From an optimization exercise on the open Yosys and OpenROAD flow, aimed at a short achievable clock period and few clock cycles; shortcuts taken in it are not production practice. Only simulation tests tie the RTL to the original design; equivalence was not proved. No activity file was given, so power comes from the tool's default toggle rates.

--- flow/constraint.sdc ---
create_clock -name core_clock -period 7.0 [get_ports {clk}]
set_input_delay 1.4000 -clock core_clock [delete_from_list [all_inputs] [get_ports {clk}]]
set_output_delay 1.4000 -clock core_clock [all_outputs]
set_load 0.01 [all_outputs]
--- flow/run.sh ---
#!/bin/bash
# synth_recipe.tcl (not shown) runs the flow's synth.tcl, then flattens the netlist and writes it again
# the make line also repeats each setting of config.mk as NAME=value (left out here)
make -C /OpenROAD-flow-scripts/flow DESIGN_CONFIG=/design/flow/config.mk WORK_HOME=/design/flow/orfs CLKGATE_MAP_FILE= SYNTH_SCRIPT=/design/flow/synth_recipe.tcl finish
--- flow/config.mk ---
export PLATFORM = sky130hd
export DESIGN_NAME = cie_cpu
export DESIGN_NICKNAME = cie_cpu
export VERILOG_FILES = /design/flow/design.v
export SDC_FILE = /design/flow/constraint.sdc
export NUM_CORES = 4
export LEC_CHECK = 0
export CAP_MARGIN = 20
export CORE_MARGIN = 2
export CORE_UTILIZATION = 35
export SLEW_MARGIN = 20
--- flow/design.v ---
module cie_cpu (
    input  wire        clk,
    input  wire        rst,           
    output wire        mem_req,
    output wire        mem_we,
    output wire [15:0] mem_addr,
    output wire [15:0] mem_wdata,
    input  wire        mem_ready,
    input  wire [15:0] mem_rdata,
    output wire        in_ready,
    input  wire        in_valid,
    input  wire [15:0] in_data,
    output wire        out_valid,
    output wire [15:0] out_data,
    output wire        halted,
    output wire        err,
    output wire [15:0] err_word,
    output wire [15:0] acc,
    output wire [15:0] ix,
    output wire [15:0] pc,
    output wire        flag_e,
    output wire        alu_z,
    output wire        alu_n,
    output wire        alu_c,
    output wire        alu_v
);
    localparam [1:0] PH_FETCH   = 2'd0,
                     PH_DECODE  = 2'd1,
                     PH_EXECUTE = 2'd2,
                     PH_HALT    = 2'd3;
    localparam [2:0] OP_ADD = 3'd0, OP_SUB = 3'd1, OP_CMP = 3'd2, OP_AND = 3'd3,
                     OP_OR  = 3'd4, OP_XOR = 3'd5, OP_LSL = 3'd6, OP_LSR = 3'd7;
    reg [15:0] r_pc, r_mar, r_mdr, r_cir, r_acc, r_ix, r_operand;
    reg        r_e;
    reg        r_z, r_n, r_c, r_v;
    reg        r_err;
    reg [1:0]  phase;
    reg [2:0]  k;
    wire [7:0] opc  = r_cir[15:8];
    wire       lng  = opc[7];
    wire [6:0] base = opc[6:0];
    reg base_known;       
    reg has_long;         
    always @(*) begin
        base_known = (base >= 7'h01) && (base <= 7'h20);
        has_long   = base_known && (base != 7'h06) && !(base >= 7'h0C && base <= 7'h0F)
                     && (base < 7'h1E);
    end
    wire opc_valid = lng ? has_long : base_known;
    wire is_ldm  = (base == 7'h01);
    wire is_ldd  = (base == 7'h02);
    wire is_ldi  = (base == 7'h03);
    wire is_ldx  = (base == 7'h04);
    wire is_ldr  = (base == 7'h05);
    wire is_mov  = (base == 7'h06);
    wire is_sto  = (base == 7'h07);
    wire is_inca = (base == 7'h0C);
    wire is_incx = (base == 7'h0D);
    wire is_deca = (base == 7'h0E);
    wire is_decx = (base == 7'h0F);
    wire is_jmp  = (base == 7'h10);
    wire is_cmi  = (base == 7'h13);
    wire is_jpe  = (base == 7'h14);
    wire is_jpn  = (base == 7'h15);
    wire is_in   = (base == 7'h1E);
    wire is_out  = (base == 7'h1F);
    wire is_end  = (base == 7'h20);
    reg       alu_inst;
    reg       alu_direct;    
    reg [2:0] alu_op;
    always @(*) begin
        alu_inst   = 1'b1;
        alu_direct = 1'b0;
        alu_op     = OP_ADD;
        case (base)
            7'h08: begin alu_op = OP_ADD; end
            7'h09: begin alu_op = OP_ADD; alu_direct = 1'b1; end
            7'h0A: begin alu_op = OP_SUB; end
            7'h0B: begin alu_op = OP_SUB; alu_direct = 1'b1; end
            7'h11: begin alu_op = OP_CMP; end
            7'h12: begin alu_op = OP_CMP; alu_direct = 1'b1; end
            7'h13: begin alu_op = OP_CMP; alu_direct = 1'b1; end    
            7'h16: begin alu_op = OP_AND; end
            7'h17: begin alu_op = OP_AND; alu_direct = 1'b1; end
            7'h18: begin alu_op = OP_OR;  end
            7'h19: begin alu_op = OP_OR;  alu_direct = 1'b1; end
            7'h1A: begin alu_op = OP_XOR; end
            7'h1B: begin alu_op = OP_XOR; alu_direct = 1'b1; end
            7'h1C: begin alu_op = OP_LSL; end
            7'h1D: begin alu_op = OP_LSR; end
            default: alu_inst = 1'b0;
        endcase
    end
    wire mem_load  = is_ldd || is_ldx || is_ldi || (alu_inst && alu_direct);
    wire indirect  = is_ldi || is_cmi;
    wire [2:0] last_k = is_sto ? 3'd2 : mem_load ? (indirect ? 3'd4 : 3'd2) : 3'd0;
    wire [15:0] alu_b = (alu_direct) ? r_mdr : r_operand;
    reg  [15:0] alu_res;
    reg         alu_cy, alu_ov;
    always @(*) begin
        alu_cy = 1'b0;
        alu_ov = 1'b0;
        case (alu_op)
            OP_ADD: begin
                {alu_cy, alu_res} = {1'b0, r_acc} + {1'b0, alu_b};
                alu_ov = (r_acc[15] == alu_b[15]) && (alu_res[15] != r_acc[15]);
            end
            OP_SUB, OP_CMP: begin
                alu_res = r_acc - alu_b;
                alu_cy  = (r_acc < alu_b);
                alu_ov  = (r_acc[15] != alu_b[15]) && (alu_res[15] != r_acc[15]);
            end
            OP_AND:  alu_res = r_acc & alu_b;
            OP_OR:   alu_res = r_acc | alu_b;
            OP_XOR:  alu_res = r_acc ^ alu_b;
            OP_LSL:  alu_res = r_acc << alu_b;
            default: alu_res = r_acc >> alu_b;
        endcase
    end
    wire in_exec   = (phase == PH_EXECUTE);
    wire rd_fetch  = (phase == PH_FETCH)  && (k == 3'd1);
    wire rd_opnd   = (phase == PH_DECODE) && (k == 3'd2);
    wire rd_exec   = in_exec && mem_load && ((k == 3'd1) || (indirect && k == 3'd3));
    wire wr_exec   = in_exec && is_sto && (k == 3'd2);
    assign mem_req   = rd_fetch || rd_opnd || rd_exec || wr_exec;
    assign mem_we    = wr_exec;
    assign mem_addr  = r_mar;
    assign mem_wdata = r_mdr;
    assign in_ready  = in_exec && is_in;
    assign out_valid = in_exec && is_out;
    assign out_data  = r_acc;
    always @(posedge clk) begin
        if (rst) begin
            r_pc      <= 16'd0;
            r_mar     <= 16'd0;
            r_mdr     <= 16'd0;
            r_cir     <= 16'd0;
            r_acc     <= 16'd0;
            r_ix      <= 16'd0;
            r_operand <= 16'd0;
            r_e       <= 1'b0;
            r_z       <= 1'b0;
            r_n       <= 1'b0;
            r_c       <= 1'b0;
            r_v       <= 1'b0;
            r_err     <= 1'b0;
            phase     <= PH_FETCH;
            k         <= 3'd0;
        end else begin
            case (phase)
                PH_FETCH: begin
                    case (k)
                        3'd0: begin r_mar <= r_pc; k <= 3'd1; end
                        3'd1: if (mem_ready) begin r_mdr <= mem_rdata; k <= 3'd2; end
                        3'd2: begin r_pc <= r_pc + 16'd1; k <= 3'd3; end
                        default: begin r_cir <= r_mdr; phase <= PH_DECODE; k <= 3'd0; end
                    endcase
                end
                PH_DECODE: begin
                    case (k)
                        3'd0: begin
                            if (!opc_valid) begin
                                r_err <= 1'b1;
                                phase <= PH_HALT;
                            end else if (lng) begin
                                k <= 3'd1;
                            end else begin
                                r_operand <= {8'd0, r_cir[7:0]};
                                phase     <= PH_EXECUTE;
                                k         <= 3'd0;
                            end
                        end
                        3'd1: begin r_mar <= r_pc; k <= 3'd2; end
                        3'd2: if (mem_ready) begin r_mdr <= mem_rdata; k <= 3'd3; end
                        3'd3: begin r_pc <= r_pc + 16'd1; k <= 3'd4; end
                        default: begin r_operand <= r_mdr; phase <= PH_EXECUTE; k <= 3'd0; end
                    endcase
                end
                PH_EXECUTE: begin
                    if (is_sto) begin
                        case (k)
                            3'd0: r_mar <= r_operand;
                            3'd1: r_mdr <= r_acc;
                            default: ;                       
                        endcase
                    end else if (mem_load) begin
                        case (k)
                            3'd0: r_mar <= is_ldx ? (r_operand + r_ix) : r_operand;
                            3'd1, 3'd3: if (mem_ready) r_mdr <= mem_rdata;
                            3'd2: if (indirect) r_mar <= r_mdr;
                            default: ;
                        endcase
                    end
                    if (k == last_k) begin
                        if (alu_inst) begin
                            r_z <= (alu_res == 16'd0);
                            r_n <= alu_res[15];
                            r_c <= alu_cy;
                            r_v <= alu_ov;
                            if (alu_op == OP_CMP)
                                r_e <= (r_acc == alu_b);
                            else
                                r_acc <= alu_res;
                        end
                        if (is_ldm)             r_acc <= r_operand;
                        if (is_ldd || is_ldx || is_ldi) r_acc <= r_mdr;
                        if (is_ldr)             r_ix  <= r_operand;
                        if (is_mov)             r_ix  <= r_acc;
                        if (is_inca)            r_acc <= r_acc + 16'd1;
                        if (is_deca)            r_acc <= r_acc - 16'd1;
                        if (is_incx)            r_ix  <= r_ix + 16'd1;
                        if (is_decx)            r_ix  <= r_ix - 16'd1;
                        if (is_jmp || (is_jpe && r_e) || (is_jpn && !r_e))
                            r_pc <= r_operand;
                        if (is_in && in_valid)  r_acc <= in_data;
                    end
                    if ((mem_req && !mem_ready) || (is_in && !in_valid)) begin
                    end else if (k == last_k) begin
                        phase <= is_end ? PH_HALT : PH_FETCH;
                        k     <= 3'd0;
                    end else begin
                        k <= k + 3'd1;
                    end
                end
                default: ;   
            endcase
        end
    end
    assign halted   = (phase == PH_HALT);
    assign err      = r_err;
    assign err_word = r_cir;
    assign acc      = r_acc;
    assign ix       = r_ix;
    assign pc       = r_pc;
    assign flag_e   = r_e;
    assign alu_z    = r_z;
    assign alu_n    = r_n;
    assign alu_c    = r_c;
    assign alu_v    = r_v;
endmodule
==> results.py <==
metrics = {
    "timing": {
        "fmax_mhz": 195,
        "setup_viol_count_final": 0,
        "hold_viol": 0,
        "tns_ns": 0,
        "min_period_over_period_pct": 73.2,
        "maxSlewHeadroom_pct": 17.4,
        "rsz0062_at_grt": "no",
        "fin_worst_skew_ns": 0.0109,
        "worst_pin_slew_ns": 1.23,
        "min_period_ns": 5.12,
        "slew_viol_final": 0,
    },
    "floorplan": {
        "die_h_um": 204,
        "boundaryPins": 159,
        "initial_core_util_pct": 35.3,
        "die_w_um": 204,
        "die-area_mm2": 0.0414,
        "coreArea_mm2": 0.0395,
        "row_count": 73,
    },
    "final_layout": {
        "final_cell_mix": "nand2_1, nor2_1, a21oi_1",
        "drive_gt1_share_pct": 6.65,
        "fillers": 4127,
        "finalNonFillerCells": 2616,
        "area_delta_synth_final_pct": 17.2,
        "design_area_mm2": 0.0163,
        "fin_nets": 2191,
        "mostFrequentLayoutCell": "nand2_1",
        "insertedDiodeCount": 0,
    },
    "critical_path": {
        "critical_path.cell_chain": "nor3b_4 > mux2_4 > ha_1 > fa_1 > a211oi_1 > o21ai_0 > a41oi_1 > o31a_1 > o21bai_1 > a211o_1 > a32o_1 > o311ai_2 > o21ai_1 > a221o_1 > a221oi_2",
        "end_kind": "flop",
        "crit_path_start": "r_cir[13]",
        "critical_path.reg2reg.startpoint": "r_cir[13]",
        "max_stage_delay_ns": 0.74,
        "start_kind": "flop",
        "worst_ep_required_time_ns": 7.35,
        "crit_type": "flop to flop",
        "worst-path-max-fanout": 27,
        "arrival_ns": 5.47,
        "cpMaxStageDelayCell": "nor3b_4",
    },
    "place": {
        "place_area_mm2": 0.0157,
        "io_buffers": 158,
        "place_congestion": 0.964,
        "placed_cells": 2585,
        "dp_hpwl_um": 48500,
    },
    "cts": {
        "cts-root-buf": "clkbuf_16",
        "cts_htree_levels": 4,
        "numClockSinks": 128,
        "clk-insertion-delay-late_ns": 0.44,
        "post_cts_buffers": 0,
        "ctsHoldBuffers": 0,
        "cts_tree": "built",
        "cts_made_buffers": 17,
        "postCtsResizedCells": 0,
        "path_clk_slew_ns": 0.06,
        "cts_buffer_depth": 2,
    },
    "pwr": {
        "p_leak_nw": 5.82,
        "ir_worst_vdd_uv": 205,
        "powerDensity_mw_per_mm2": 252,
    },
    "route": {
        "drt-initial-drc-count": 1947,
        "drt-total-wl_um": 64900,
        "drc": 0,
        "drtPass1Iterations": 6,
        "via_per_inst": 6.33,
        "routedWlPerCell_um": 24.8,
        "vias": 16600,
        "drt.antenna.violating_nets": 0,
    },
    "min_path": {
        "min_path_type": "flop to flop",
        "min-delay-start": "r_mar[3]",
    },
    "global_route": {
        "antenna_found_initial": 0,
        "grt_overflow_total": 0,
        "grt_pass1_wl_um": 96900,
        "grt_pass1_vias": 15400,
        "track_usage_pct": 30.7,
        "grt_max_degree": 71,
    },
    "logic_synthesis": {
        "synth.avg_cell_area_um2": 6.82,
        "netlist_instances": 2043,
        "synthArstFlopShare_pct": 0,
        "synth_edf_count": 0,
        "syn_nets": 2155,
        "ys_warn_count": 1,
        "synth_ff_type": "dfxtp_1",
        "synth_area_mm2": 0.0139,
        "synth_cell_types": 102,
        "seq_area_frac_synth_pct": 18.4,
        "ys_seq_elements": 128,
    },
    "job": {
        "max_cap_violations": 0,
    },
    "status": {
        "outcome": "no timing/DRC/antenna violations",
    },
}
flip-flops by register name, summed over array words and instances, names as in the netlist, named ones only:
register	count
r_acc	16
r_cir	16
r_ix	16
r_mar	16
r_mdr	16
r_operand	16
r_pc	16
k	3
phase	2
r_c	1
r_e	1
r_err	1
r_n	1
r_v	1
r_z	1
cell families (layout without fill, tap and decap cells):
group,count (synthesis),count (layout),synth area share (%)
simple gates,806,806,27.0
mux,55,55,4.26
buf+inv,252,300,7.63
xor+xnor,52,52,3.27
compound gates,674,674,32.5
fa+ha+maj,76,76,6.93
flops,128,128,18.4
power breakdown:
| group | internal, mW | total [mW] | switching [mW] |
|---|---|---|---|
| combinational | 0.754 | 2.14 | 1.39 |
| clock | 0.595 | 0.954 | 0.359 |
| sequential | 0.824 | 1.02 | 0.198 |
| total | 2.17 | 4.12 | 1.95 |
per-layer routing:
metal / share of wire (%) / global-route usage, % / up-vias
li1: - / - / 7557
met1: 41 / 39.5 / 7895
met2: 45 / 49.7 / 937
met3: 7.9 / 3.98 / 177
met4: 5.6 / 17.3 / 0
met5: 0 / 0 / -
Yosys cell counts, drive strengths merged (8+ instances only):
master     n  area, µm²
and3      28        175
a221o     10        100
a211o      8       70.1
o31ai     11       87.6
nand3     82        410
nand2    255        957
a311oi    18        158
nand4     15       93.8
a31oi     21        131
ha        74        926
o221ai    11       96.3
a211oi    69        556
a22oi     25        188
o21a       9       67.6
and2      10       62.6
nor2b     14       87.6
or3       16        100
nor4      17        113
xnor2     37        324
mux2       9        105
mux2i     44        444
o22ai     21        138
o211ai    17        133
nor3      57        285
o21bai     9       67.6
buf       47        292
o21ai    129        646
a2111oi   18        176
a21o      16        120
dfxtp    128       2560
a21oi    198       1010
nand3b    19        143
or2        8       50.1
inv       64        243
clkbuf   141        529
a221oi    15        138
nor2     240        901
nand2b    15       93.8
xor2      15        131
worst paths after layout:
kind                    end  slack (ns)  cells after the start
setup reg to reg  r_acc[14]        1.88                     15
hold / removal     r_mar[3]        0.45                      2
setup / recovery  r_acc[14]        1.88                     15
hold reg to reg    r_mar[3]        0.45                      2
through the flow:
step | setup slack [ns] | total power [mW] | util [%] | hold slack, ns
after floorplan | 2.50 | 2.33 | - | 0.476
after global placement | 2.03 | 3.11 | 39.8 | 0.445
after detailed placement | 1.93 | 3.11 | 39.8 | 0.444
after CTS | 1.90 | 4.07 | 41.3 | 0.451
after global routing | 1.56 | 4.32 | 41.3 | 0.484
final | 1.88 | 4.12 | 41.3 | 0.450
critical path, delay by kind of cell, from the launching register on:
| family | cells | cell delay, ns |
|---|---|---|
| compound gates | 11 | 2.59 |
| fa+ha+maj | 2 | 0.75 |
| simple gates | 1 | 0.74 |
| mux | 1 | 0.51 |
| flops | 1 | 0.46 |
layout make-up:
cell class	count	area (µm²)	area share, %
clock buffers	22	484	2.96
clock inverters	9	131	0.804
inverters	64	243	1.48
multi-input cells	1663	10300	63.2
flip-flops and latches	128	2560	15.7
well taps	525	657	4.02
repair buffers	205	1930	11.8
Testbench counts, summed over its fixed seeds: cycles 627,876.

[what the ideal ports hide]
How much do the figures lean on ideal ports? The routed layout below was timed once more, with nothing changed but the port constraints.
Step 1: set_driving_cell puts a clkbuf_16 on clk and a buf_2 on each other input, an assumption about the parent block.
Step 2 moves the port delays by t, midway between the first and last clock arrival at a register: inputs arrive t later, outputs are due t later. That takes back most of the time a late clock gives input paths.
Three values: ideal ports, drivers, drivers and shift; two values: the first two.
t (ns): 0.486
setup slack, ns: 1.878 / 1.878 / 1.878
hold WS [ns]: 0.450 / 0.450 / 0.450
worst setup path at the end: register to register
slew at the worst register clock pin (ns): 0.07 / 0.07
After both steps this run still meets setup and hold. For this run, drivers alone change the setup slack by 0.000 ns; drivers and shift together by 0.000 ns.
